Source: an optimization exercise on an open RTL-to-GDS flow (aim: small area, a short achievable clock period and few clock cycles per item). Production flows keep margins and buffers that such runs may drop. Where RTL was checked, it was by simulation tests only, not by an equivalence proof against the original. No activity file was given, so power comes from the tool's default toggle rates.

==> run a <==
==> flow/design.v (excerpt) <==
module bit_modulator (
    input  wire        clk,
    input  wire        rst,           
    input  wire        cmd_valid,
    output wire        cmd_ready,
    input  wire [2:0]  cmd_op,        
    input  wire [47:0] cmd_ts,        
    input  wire [31:0] cmd_fps,       
    input  wire [6:0]  cmd_len,       
    input  wire [63:0] cmd_code,      
    output reg         rsp_valid,
    output reg         rsp_status,    
    output reg         ev_valid,      
    output reg         ev_bit,
    output wire        active,
    output reg  [1:0]  phase,         
    output reg  [5:0]  bit_index,
    output reg         cur_valid,     
    output reg         cur_bit,
    output wire        color,         
    output reg  [31:0] meas_fps       
);
clock: 10.0 ns
lec_check: 0
cap_margin: 20
core_margin: 2
core_utilization: 40
place_density: 0.6
slew_margin: 20
run.sh (not shown) runs the stock make flow with config.mk's settings and CLKGATE_MAP_FILE= SYNTH_SCRIPT=/design/flow/synth_recipe.tcl, a recipe that flattens the netlist after the stock synthesis.
==> run b (differences from run a) <==
ABC_CLOCK_PERIOD_IN_PS = 4000   (was unset)
SETUP_SLACK_MARGIN = 5   (was unset)
==> run c (differences from run a) <==
--- a/flow/design.v
+++ b/flow/design.v
@@ -29,68 +29,59 @@
     localparam M_CST1 = 4'd3;    
     localparam M_CST2 = 4'd4;    
     localparam M_LOOP = 4'd5;    
     localparam M_UPA  = 4'd6;    
     localparam M_UPB  = 4'd7;    
     localparam M_DNA  = 4'd8;    
     localparam M_DNB  = 4'd9;    
     localparam M_FIN  = 4'd10;   
-    reg        ready_q;
     reg        s1_v;
     reg        s1_start_ok, s1_start_bad, s1_tick, s1_stop;
     reg [47:0] s1_ts;
-    reg [63:0] s1_code;
-    reg [6:0]  s1_len;
-    reg        s1_tlo, s1_thi;
-    reg [1:0]  s1_mt;
-    reg [22:0] s1_fps;
-    assign cmd_ready = ready_q;
-    wire accept = cmd_valid & ready_q;
+    wire ready;
+    assign cmd_ready = ready;
+    wire accept = cmd_valid & ready;
     wire in_len_bad = (cmd_len == 7'd0) || (cmd_len > 7'd64);
+    wire in_start   = accept && (cmd_op == 3'd1) && !in_len_bad;
     wire signed [31:0] in_fps = cmd_fps;
+    wire [1:0] in_mt = (in_fps >= 32'sd5898240) ? 2'd3 : (in_fps >= 32'sd3932160) ? 2'd2 : 2'd1;
     always @(posedge clk) begin
         if (rst) begin
             s1_v <= 1'b0;
-        end else if (ready_q) begin
+        end else if (ready) begin
             s1_v         <= accept;
             s1_start_ok  <= (cmd_op == 3'd1) && !in_len_bad;
             s1_start_bad <= (cmd_op == 3'd1) && in_len_bad;
             s1_tick      <= (cmd_op == 3'd2);
             s1_stop      <= (cmd_op == 3'd3);
             s1_ts        <= cmd_ts;
-            s1_code      <= cmd_code;
-            s1_len       <= cmd_len;
-            s1_tlo       <= (in_fps <= 32'sd1966080);     
-            s1_thi       <= (in_fps >= 32'sd7864320);     
-            s1_mt        <= (in_fps >= 32'sd5898240) ? 2'd3 : (in_fps >= 32'sd3932160) ? 2'd2 : 2'd1;
-            s1_fps       <= cmd_fps[22:0];
         end
     end
     reg [3:0]  mode;
     reg [63:0] code;
     reg [6:0]  len;
     reg        t_lo, t_hi;
     reg [47:0] cal_t0;        
     reg [5:0]  cal_count;
     reg [48:0] nb, nb2;       
     reg [49:0] Q;             
     reg [22:0] R;             
     reg [22:0] a;
     reg [22:0] s;             
     reg [5:0]  lvl;           
     reg [6:0]  rmod;          
     reg [5:0]  idx0;          
-    reg [48:0] fps_end;       
+    reg [47:0] fps_t0;        
+    reg [47:0] epoch;         
     reg [15:0] fps_count;
     reg [4:0]  dcnt;
     assign active = (phase != PH_IDLE);
     assign color  = cur_valid & cur_bit;
-    wire        busy  = (mode != M_NORM);
-    wire [47:0] t_cmp = busy ? cal_t0 : s1_ts;
+    wire [47:0] t_cmp = s1_ts;
     wire c1 = !nb[48]  && (t_cmp >= nb[47:0]);
     wire c2 = !nb2[48] && (t_cmp >= nb2[47:0]);
     wire [23:0] sd    = {1'b0, s} - {1'b0, R};
     wire        cstep = sd[23];                        
     wire [22:0] s_n   = cstep ? (sd[22:0] + a) : sd[22:0];
     wire [50:0] nsum  = {2'b00, nb2} + {1'b0, Q} + {50'd0, cstep};
     wire [48:0] nsum_sat = {|nsum[50:48], nsum[47:0]};
     wire [5:0]  idx_inc  = (bit_index == len[5:0] - 6'd1) ? 6'd0 : bit_index + 6'd1;
@@ -102,17 +93,23 @@
     wire [49:0] Q_dbl = {Q[48:0], r2ge};
     wire [23:0] rh    = {1'b0, R} + (Q[0] ? {1'b0, a} : 24'd0);
     wire [22:0] R_hlv = rh[23:1];
     wire [49:0] Q_hlv = {1'b0, Q[49:1]};
     wire [7:0]  rm2   = {rmod, 1'b0};
     wire [7:0]  rm2p  = rm2 + 8'd1;
     wire        fits  = c1;
     wire [15:0] fps_next = fps_count + 16'd1;
-    wire        fps_win  = !fps_end[48] && (s1_ts >= fps_end[47:0]);
+    wire [47:0] fps_el   = s1_ts - fps_t0;
+    wire        fps_win  = (fps_el >= 48'd1000000);
+    wire        c0       = (s1_ts < cal_t0);
+    wire [5:0]  len_m2   = (len == 7'd1) ? 6'd0 : len[5:0] - 6'd2;
+    wire        multi    = s1_v && s1_tick &&
+                           (phase == PH_RUN ? (c2 || c0) : (phase == PH_CAL && cal_count == 6'd59));
+    assign ready = (mode == M_NORM && !multi) || (mode == M_LOOP && !c2) || (mode == M_CST2);
     wire [47:0] cal_e  = s1_ts - cal_t0;
     wire        m_120  = (cal_t0 <= 48'd500000);
     wire        m_30   = (cal_t0 >= 48'd2000000);
     wire [1:0]  mult_m = (cal_t0 <= 48'd666666) ? 2'd3 : (cal_t0 <= 48'd1000000) ? 2'd2 : 2'd1;
     wire [22:0] e3     = {1'b0, cal_t0[21:0]} + {cal_t0[21:0], 1'b0};
     wire [21:0] xm     = (mult_m == 2'd3) ? e3[21:0] : (mult_m == 2'd2) ? {cal_t0[20:0], 1'b0} : cal_t0[21:0];
     wire [22:0] mr2    = {nb2[21:0], 1'b0};
     wire [22:0] mrd    = mr2 - {1'b0, cal_t0[21:0]};
@@ -137,17 +134,16 @@
             s         <= s_n;
             bit_index <= idx_inc;
             cur_bit   <= bit_inc;
         end
     endtask
     always @(posedge clk) begin
         rsp_valid <= 1'b0;
         if (rst) begin
-            ready_q    <= 1'b1;
             mode       <= M_NORM;
             phase      <= PH_IDLE;
             bit_index  <= 6'd0;
             cur_valid  <= 1'b0;
             cur_bit    <= 1'b0;
             meas_fps   <= 32'd0;
             rsp_status <= 1'b0;
             ev_valid   <= 1'b0;
@@ -159,70 +155,68 @@
                 lvl <= lvl + 6'd1;
             end
             case (mode)
             M_NORM: if (s1_v) begin
                 if (s1_start_bad) begin
                     respond(1'b1, 1'b0, 1'b0);
                 end else if (s1_start_ok) begin
                     phase     <= PH_CAL;
-                    code      <= s1_code;
-                    len       <= s1_len;
-                    t_lo      <= s1_tlo;
-                    t_hi      <= s1_thi;
-                    a         <= s1_fps;
                     cal_t0    <= s1_ts;
                     cal_count <= 6'd0;
                     bit_index <= 6'd0;
                     cur_valid <= 1'b0;
                     cur_bit   <= 1'b0;
                     meas_fps  <= 32'd0;
                     fps_count <= 16'd0;
-                    Q         <= 50'd0;
-                    R         <= (s1_mt == 2'd3) ? 23'd3000000 : (s1_mt == 2'd2) ? 23'd2000000 : 23'd1000000;
-                    lvl       <= 6'd0;
                     respond(1'b0, 1'b0, 1'b0);
                 end else if (s1_stop) begin
                     phase     <= PH_IDLE;
                     bit_index <= 6'd0;
                     cur_valid <= 1'b0;
                     cur_bit   <= 1'b0;
                     meas_fps  <= 32'd0;
                     fps_count <= 16'd0;
                     respond(1'b0, 1'b0, 1'b0);
                 end else if (s1_tick && phase == PH_CAL) begin
                     cal_count <= cal_count + 6'd1;
                     if (cal_count == 6'd59) begin
                         cal_t0    <= cal_e;
-                        nb        <= {1'b0, s1_ts};             
-                        fps_end   <= {1'b0, s1_ts} + 49'd1000000;
+                        epoch     <= s1_ts;
+                        fps_t0    <= s1_ts;
                         fps_count <= 16'd0;
                         meas_fps  <= 32'd0;
                         nb2       <= 49'd468750;                
                         dcnt      <= 5'd0;
                         mode      <= M_CDIV;
-                        ready_q   <= 1'b0;
                     end else begin
                         respond(1'b0, 1'b0, 1'b0);
                     end
                 end else if (s1_tick && phase == PH_RUN) begin
                     fps_count <= fps_next;
                     if (fps_win) begin
                         meas_fps  <= {fps_next, 16'd0};
                         fps_count <= 16'd0;
-                        fps_end   <= {1'b0, s1_ts} + 49'd1000000;
+                        fps_t0    <= s1_ts;
                     end
-                    if (c1) begin
+                    if (c0) begin
+                        nb2       <= {1'b0, epoch};
+                        s         <= 23'd0;
+                        idx0      <= bit_index;
+                        bit_index <= len_m2;
+                        lvl       <= 6'd0;
+                        rmod      <= 7'd0;
+                        mode      <= M_UPA;
+                    end else if (c1) begin
                         step_idx;
+                        cal_t0 <= nb[47:0];
                         if (c2) begin
-                            cal_t0  <= s1_ts;
                             idx0    <= bit_index;
                             lvl     <= 6'd0;
                             mode    <= M_LOOP;
-                            ready_q <= 1'b0;
                         end else begin
                             respond(1'b0, len != 7'd1, bit_inc);
                         end
                     end else begin
                         respond(1'b0, 1'b0, 1'b0);
                     end
                 end else begin
                     respond(1'b0, 1'b0, 1'b0);
@@ -249,17 +243,17 @@
                     a <= 23'd3;                         
                     Q <= 50'd33333;
                     R <= 23'd1;
                 end else if (!m_120 && (t_hi || m_le_t)) begin
                     a <= 23'd60;                        
                     Q <= {34'd0, s[15:0]};
                     R <= {17'd0, s[21:16]};
                 end
-                nb2  <= nb;                             
+                nb2  <= {1'b0, epoch};                  
                 s    <= 23'd0;
                 mode <= M_CST1;
             end
             M_CST1: begin
                 nb   <= nb2;
                 nb2  <= nsum_sat;
                 s    <= s_n;
                 mode <= M_CST2;
@@ -267,32 +261,32 @@
             M_CST2: begin
                 nb        <= nb2;
                 nb2       <= nsum_sat;
                 s         <= s_n;
                 phase     <= PH_RUN;
                 bit_index <= 6'd0;
                 cur_valid <= 1'b1;
                 cur_bit   <= code[0];
+                cal_t0    <= epoch;
                 respond(1'b0, 1'b1, code[0]);
                 mode      <= M_NORM;
-                ready_q   <= 1'b1;
             end
             M_LOOP: begin
                 if (c2 && lvl == 6'd31) begin
                     lvl  <= 6'd0;
                     rmod <= 7'd0;
                     mode <= M_UPA;
                 end else begin
                     step_idx;
+                    cal_t0 <= nb[47:0];
                     lvl <= lvl + 6'd1;
                     if (!c2) begin
                         respond(1'b0, idx_inc != idx0, bit_inc);
                         mode    <= M_NORM;
-                        ready_q <= 1'b1;
                     end
                 end
             end
             M_UPA: begin
                 nb   <= nsum_sat;
                 mode <= M_UPB;
             end
             M_UPB: begin
@@ -333,11 +327,21 @@
             end
             M_FIN: begin
                 bit_index <= ({1'b0, bit_index} + rmod >= len) ? ({1'b0, bit_index} + rmod - len) : ({1'b0, bit_index} + rmod);
                 lvl  <= 6'd0;
                 mode <= M_LOOP;
             end
             default: mode <= M_NORM;
             endcase
+            if (in_start) begin
+                code <= cmd_code;
+                len  <= cmd_len;
+                t_lo <= (in_fps <= 32'sd1966080);       
+                t_hi <= (in_fps >= 32'sd7864320);       
+                a    <= cmd_fps[22:0];
+                Q    <= 50'd0;
+                R    <= (in_mt == 2'd3) ? 23'd3000000 : (in_mt == 2'd2) ? 23'd2000000 : 23'd1000000;
+                lvl  <= 6'd0;
+            end
         end
     end
 endmodule
ABC_CLOCK_PERIOD_IN_PS = 4000   (was unset)
SETUP_SLACK_MARGIN = 5   (was unset)
==> run notes <==
- Critical path depth: run b is higher than run c (7).
- In run a the synthesized cell count is smaller than in run c, by about 9%.
- Worst hold slack: run b < run a < run c.
- The highest total power belongs to run b, the lowest to run a.
- Sequential power is about the same in run b and run a.
- Register-to-register slack: run a < run c < run b.
- Count of clock-buffer cells in the layout is the same in run b and run c.
==> figures <==
| item | run c | run b | run a |
|---|---|---|---|
| Run status | timing/DRC/antenna clean | timing/DRC/antenna clean | timing/DRC/antenna clean |
| Avg WL per Cell | 24.3 um | 22.0 um | 22.1 um |
| Met2 Use GR | 43.4% | 39.9% | 40.0% |
| Number of non-clock buffers | 454 | 333 | 266 |
| Final Net Count | 6,319 | 5,760 | 5,692 |
| Number of cells produced by synthesis | 5,380 | 4,887 | 4,887 |
| Yosys reg bits | 582 | 634 | 634 |
| Endpoint arrival time on the critical path | 3.91 ns | 5.65 ns | 8.26 ns |
| Instance count along the most critical hold path | 2 | 0 | 0 |
| Worst setup endpoint | cmd_ready | nb[48] | nb[48] |
| Met1 wire length | 76,200 um | 64,400 um | 63,100 um |
| Clock sink count | 582 | 634 | 634 |
| RR Endpoint | nb2[48] | nb[48] | nb[48] |
| Routed length on met2 | 78,400 um | 69,500 um | 69,600 um |
| Stage delay of the slowest cell on the critical path | 0.53 ns | 0.52 ns | 0.90 ns |
| Fraction of the yosys area taken by sequential cells | 35.6% | 39.7% | 39.7% |
Testbench counts of run c, summed over its fixed seeds: cycles 8,042, commands 6,776.
No functional check of the RTL was part of run a and run b.

-- afterwards: timing with drivers on the ports --
In the flow no input, the clock included, has a driving cell. The finished layouts below were timed again as built, in two steps.
Step 1 assumes that a clkbuf_16 drives the clock port and a buf_2 every other input.
Step 2, shift: input delay + t, output delay - t, t = (earliest + latest rising clock arrival at the registers) / 2. This alone moves slack from input paths to output paths.
a / b / c = ideal / step 1 / step 2; a / b = the first two.
run | t (ns) | setup WS [ns] | cell pins on the clock port's net
run a | 0.744 | 2.191 / 2.191 / 2.191 | 1
run b | 0.744 | 4.795 / 4.795 / 4.795 | 1
run c | 0.721 | 4.092 / 4.015 / 4.170 | 1
After both steps setup and hold are still met in every run listed.
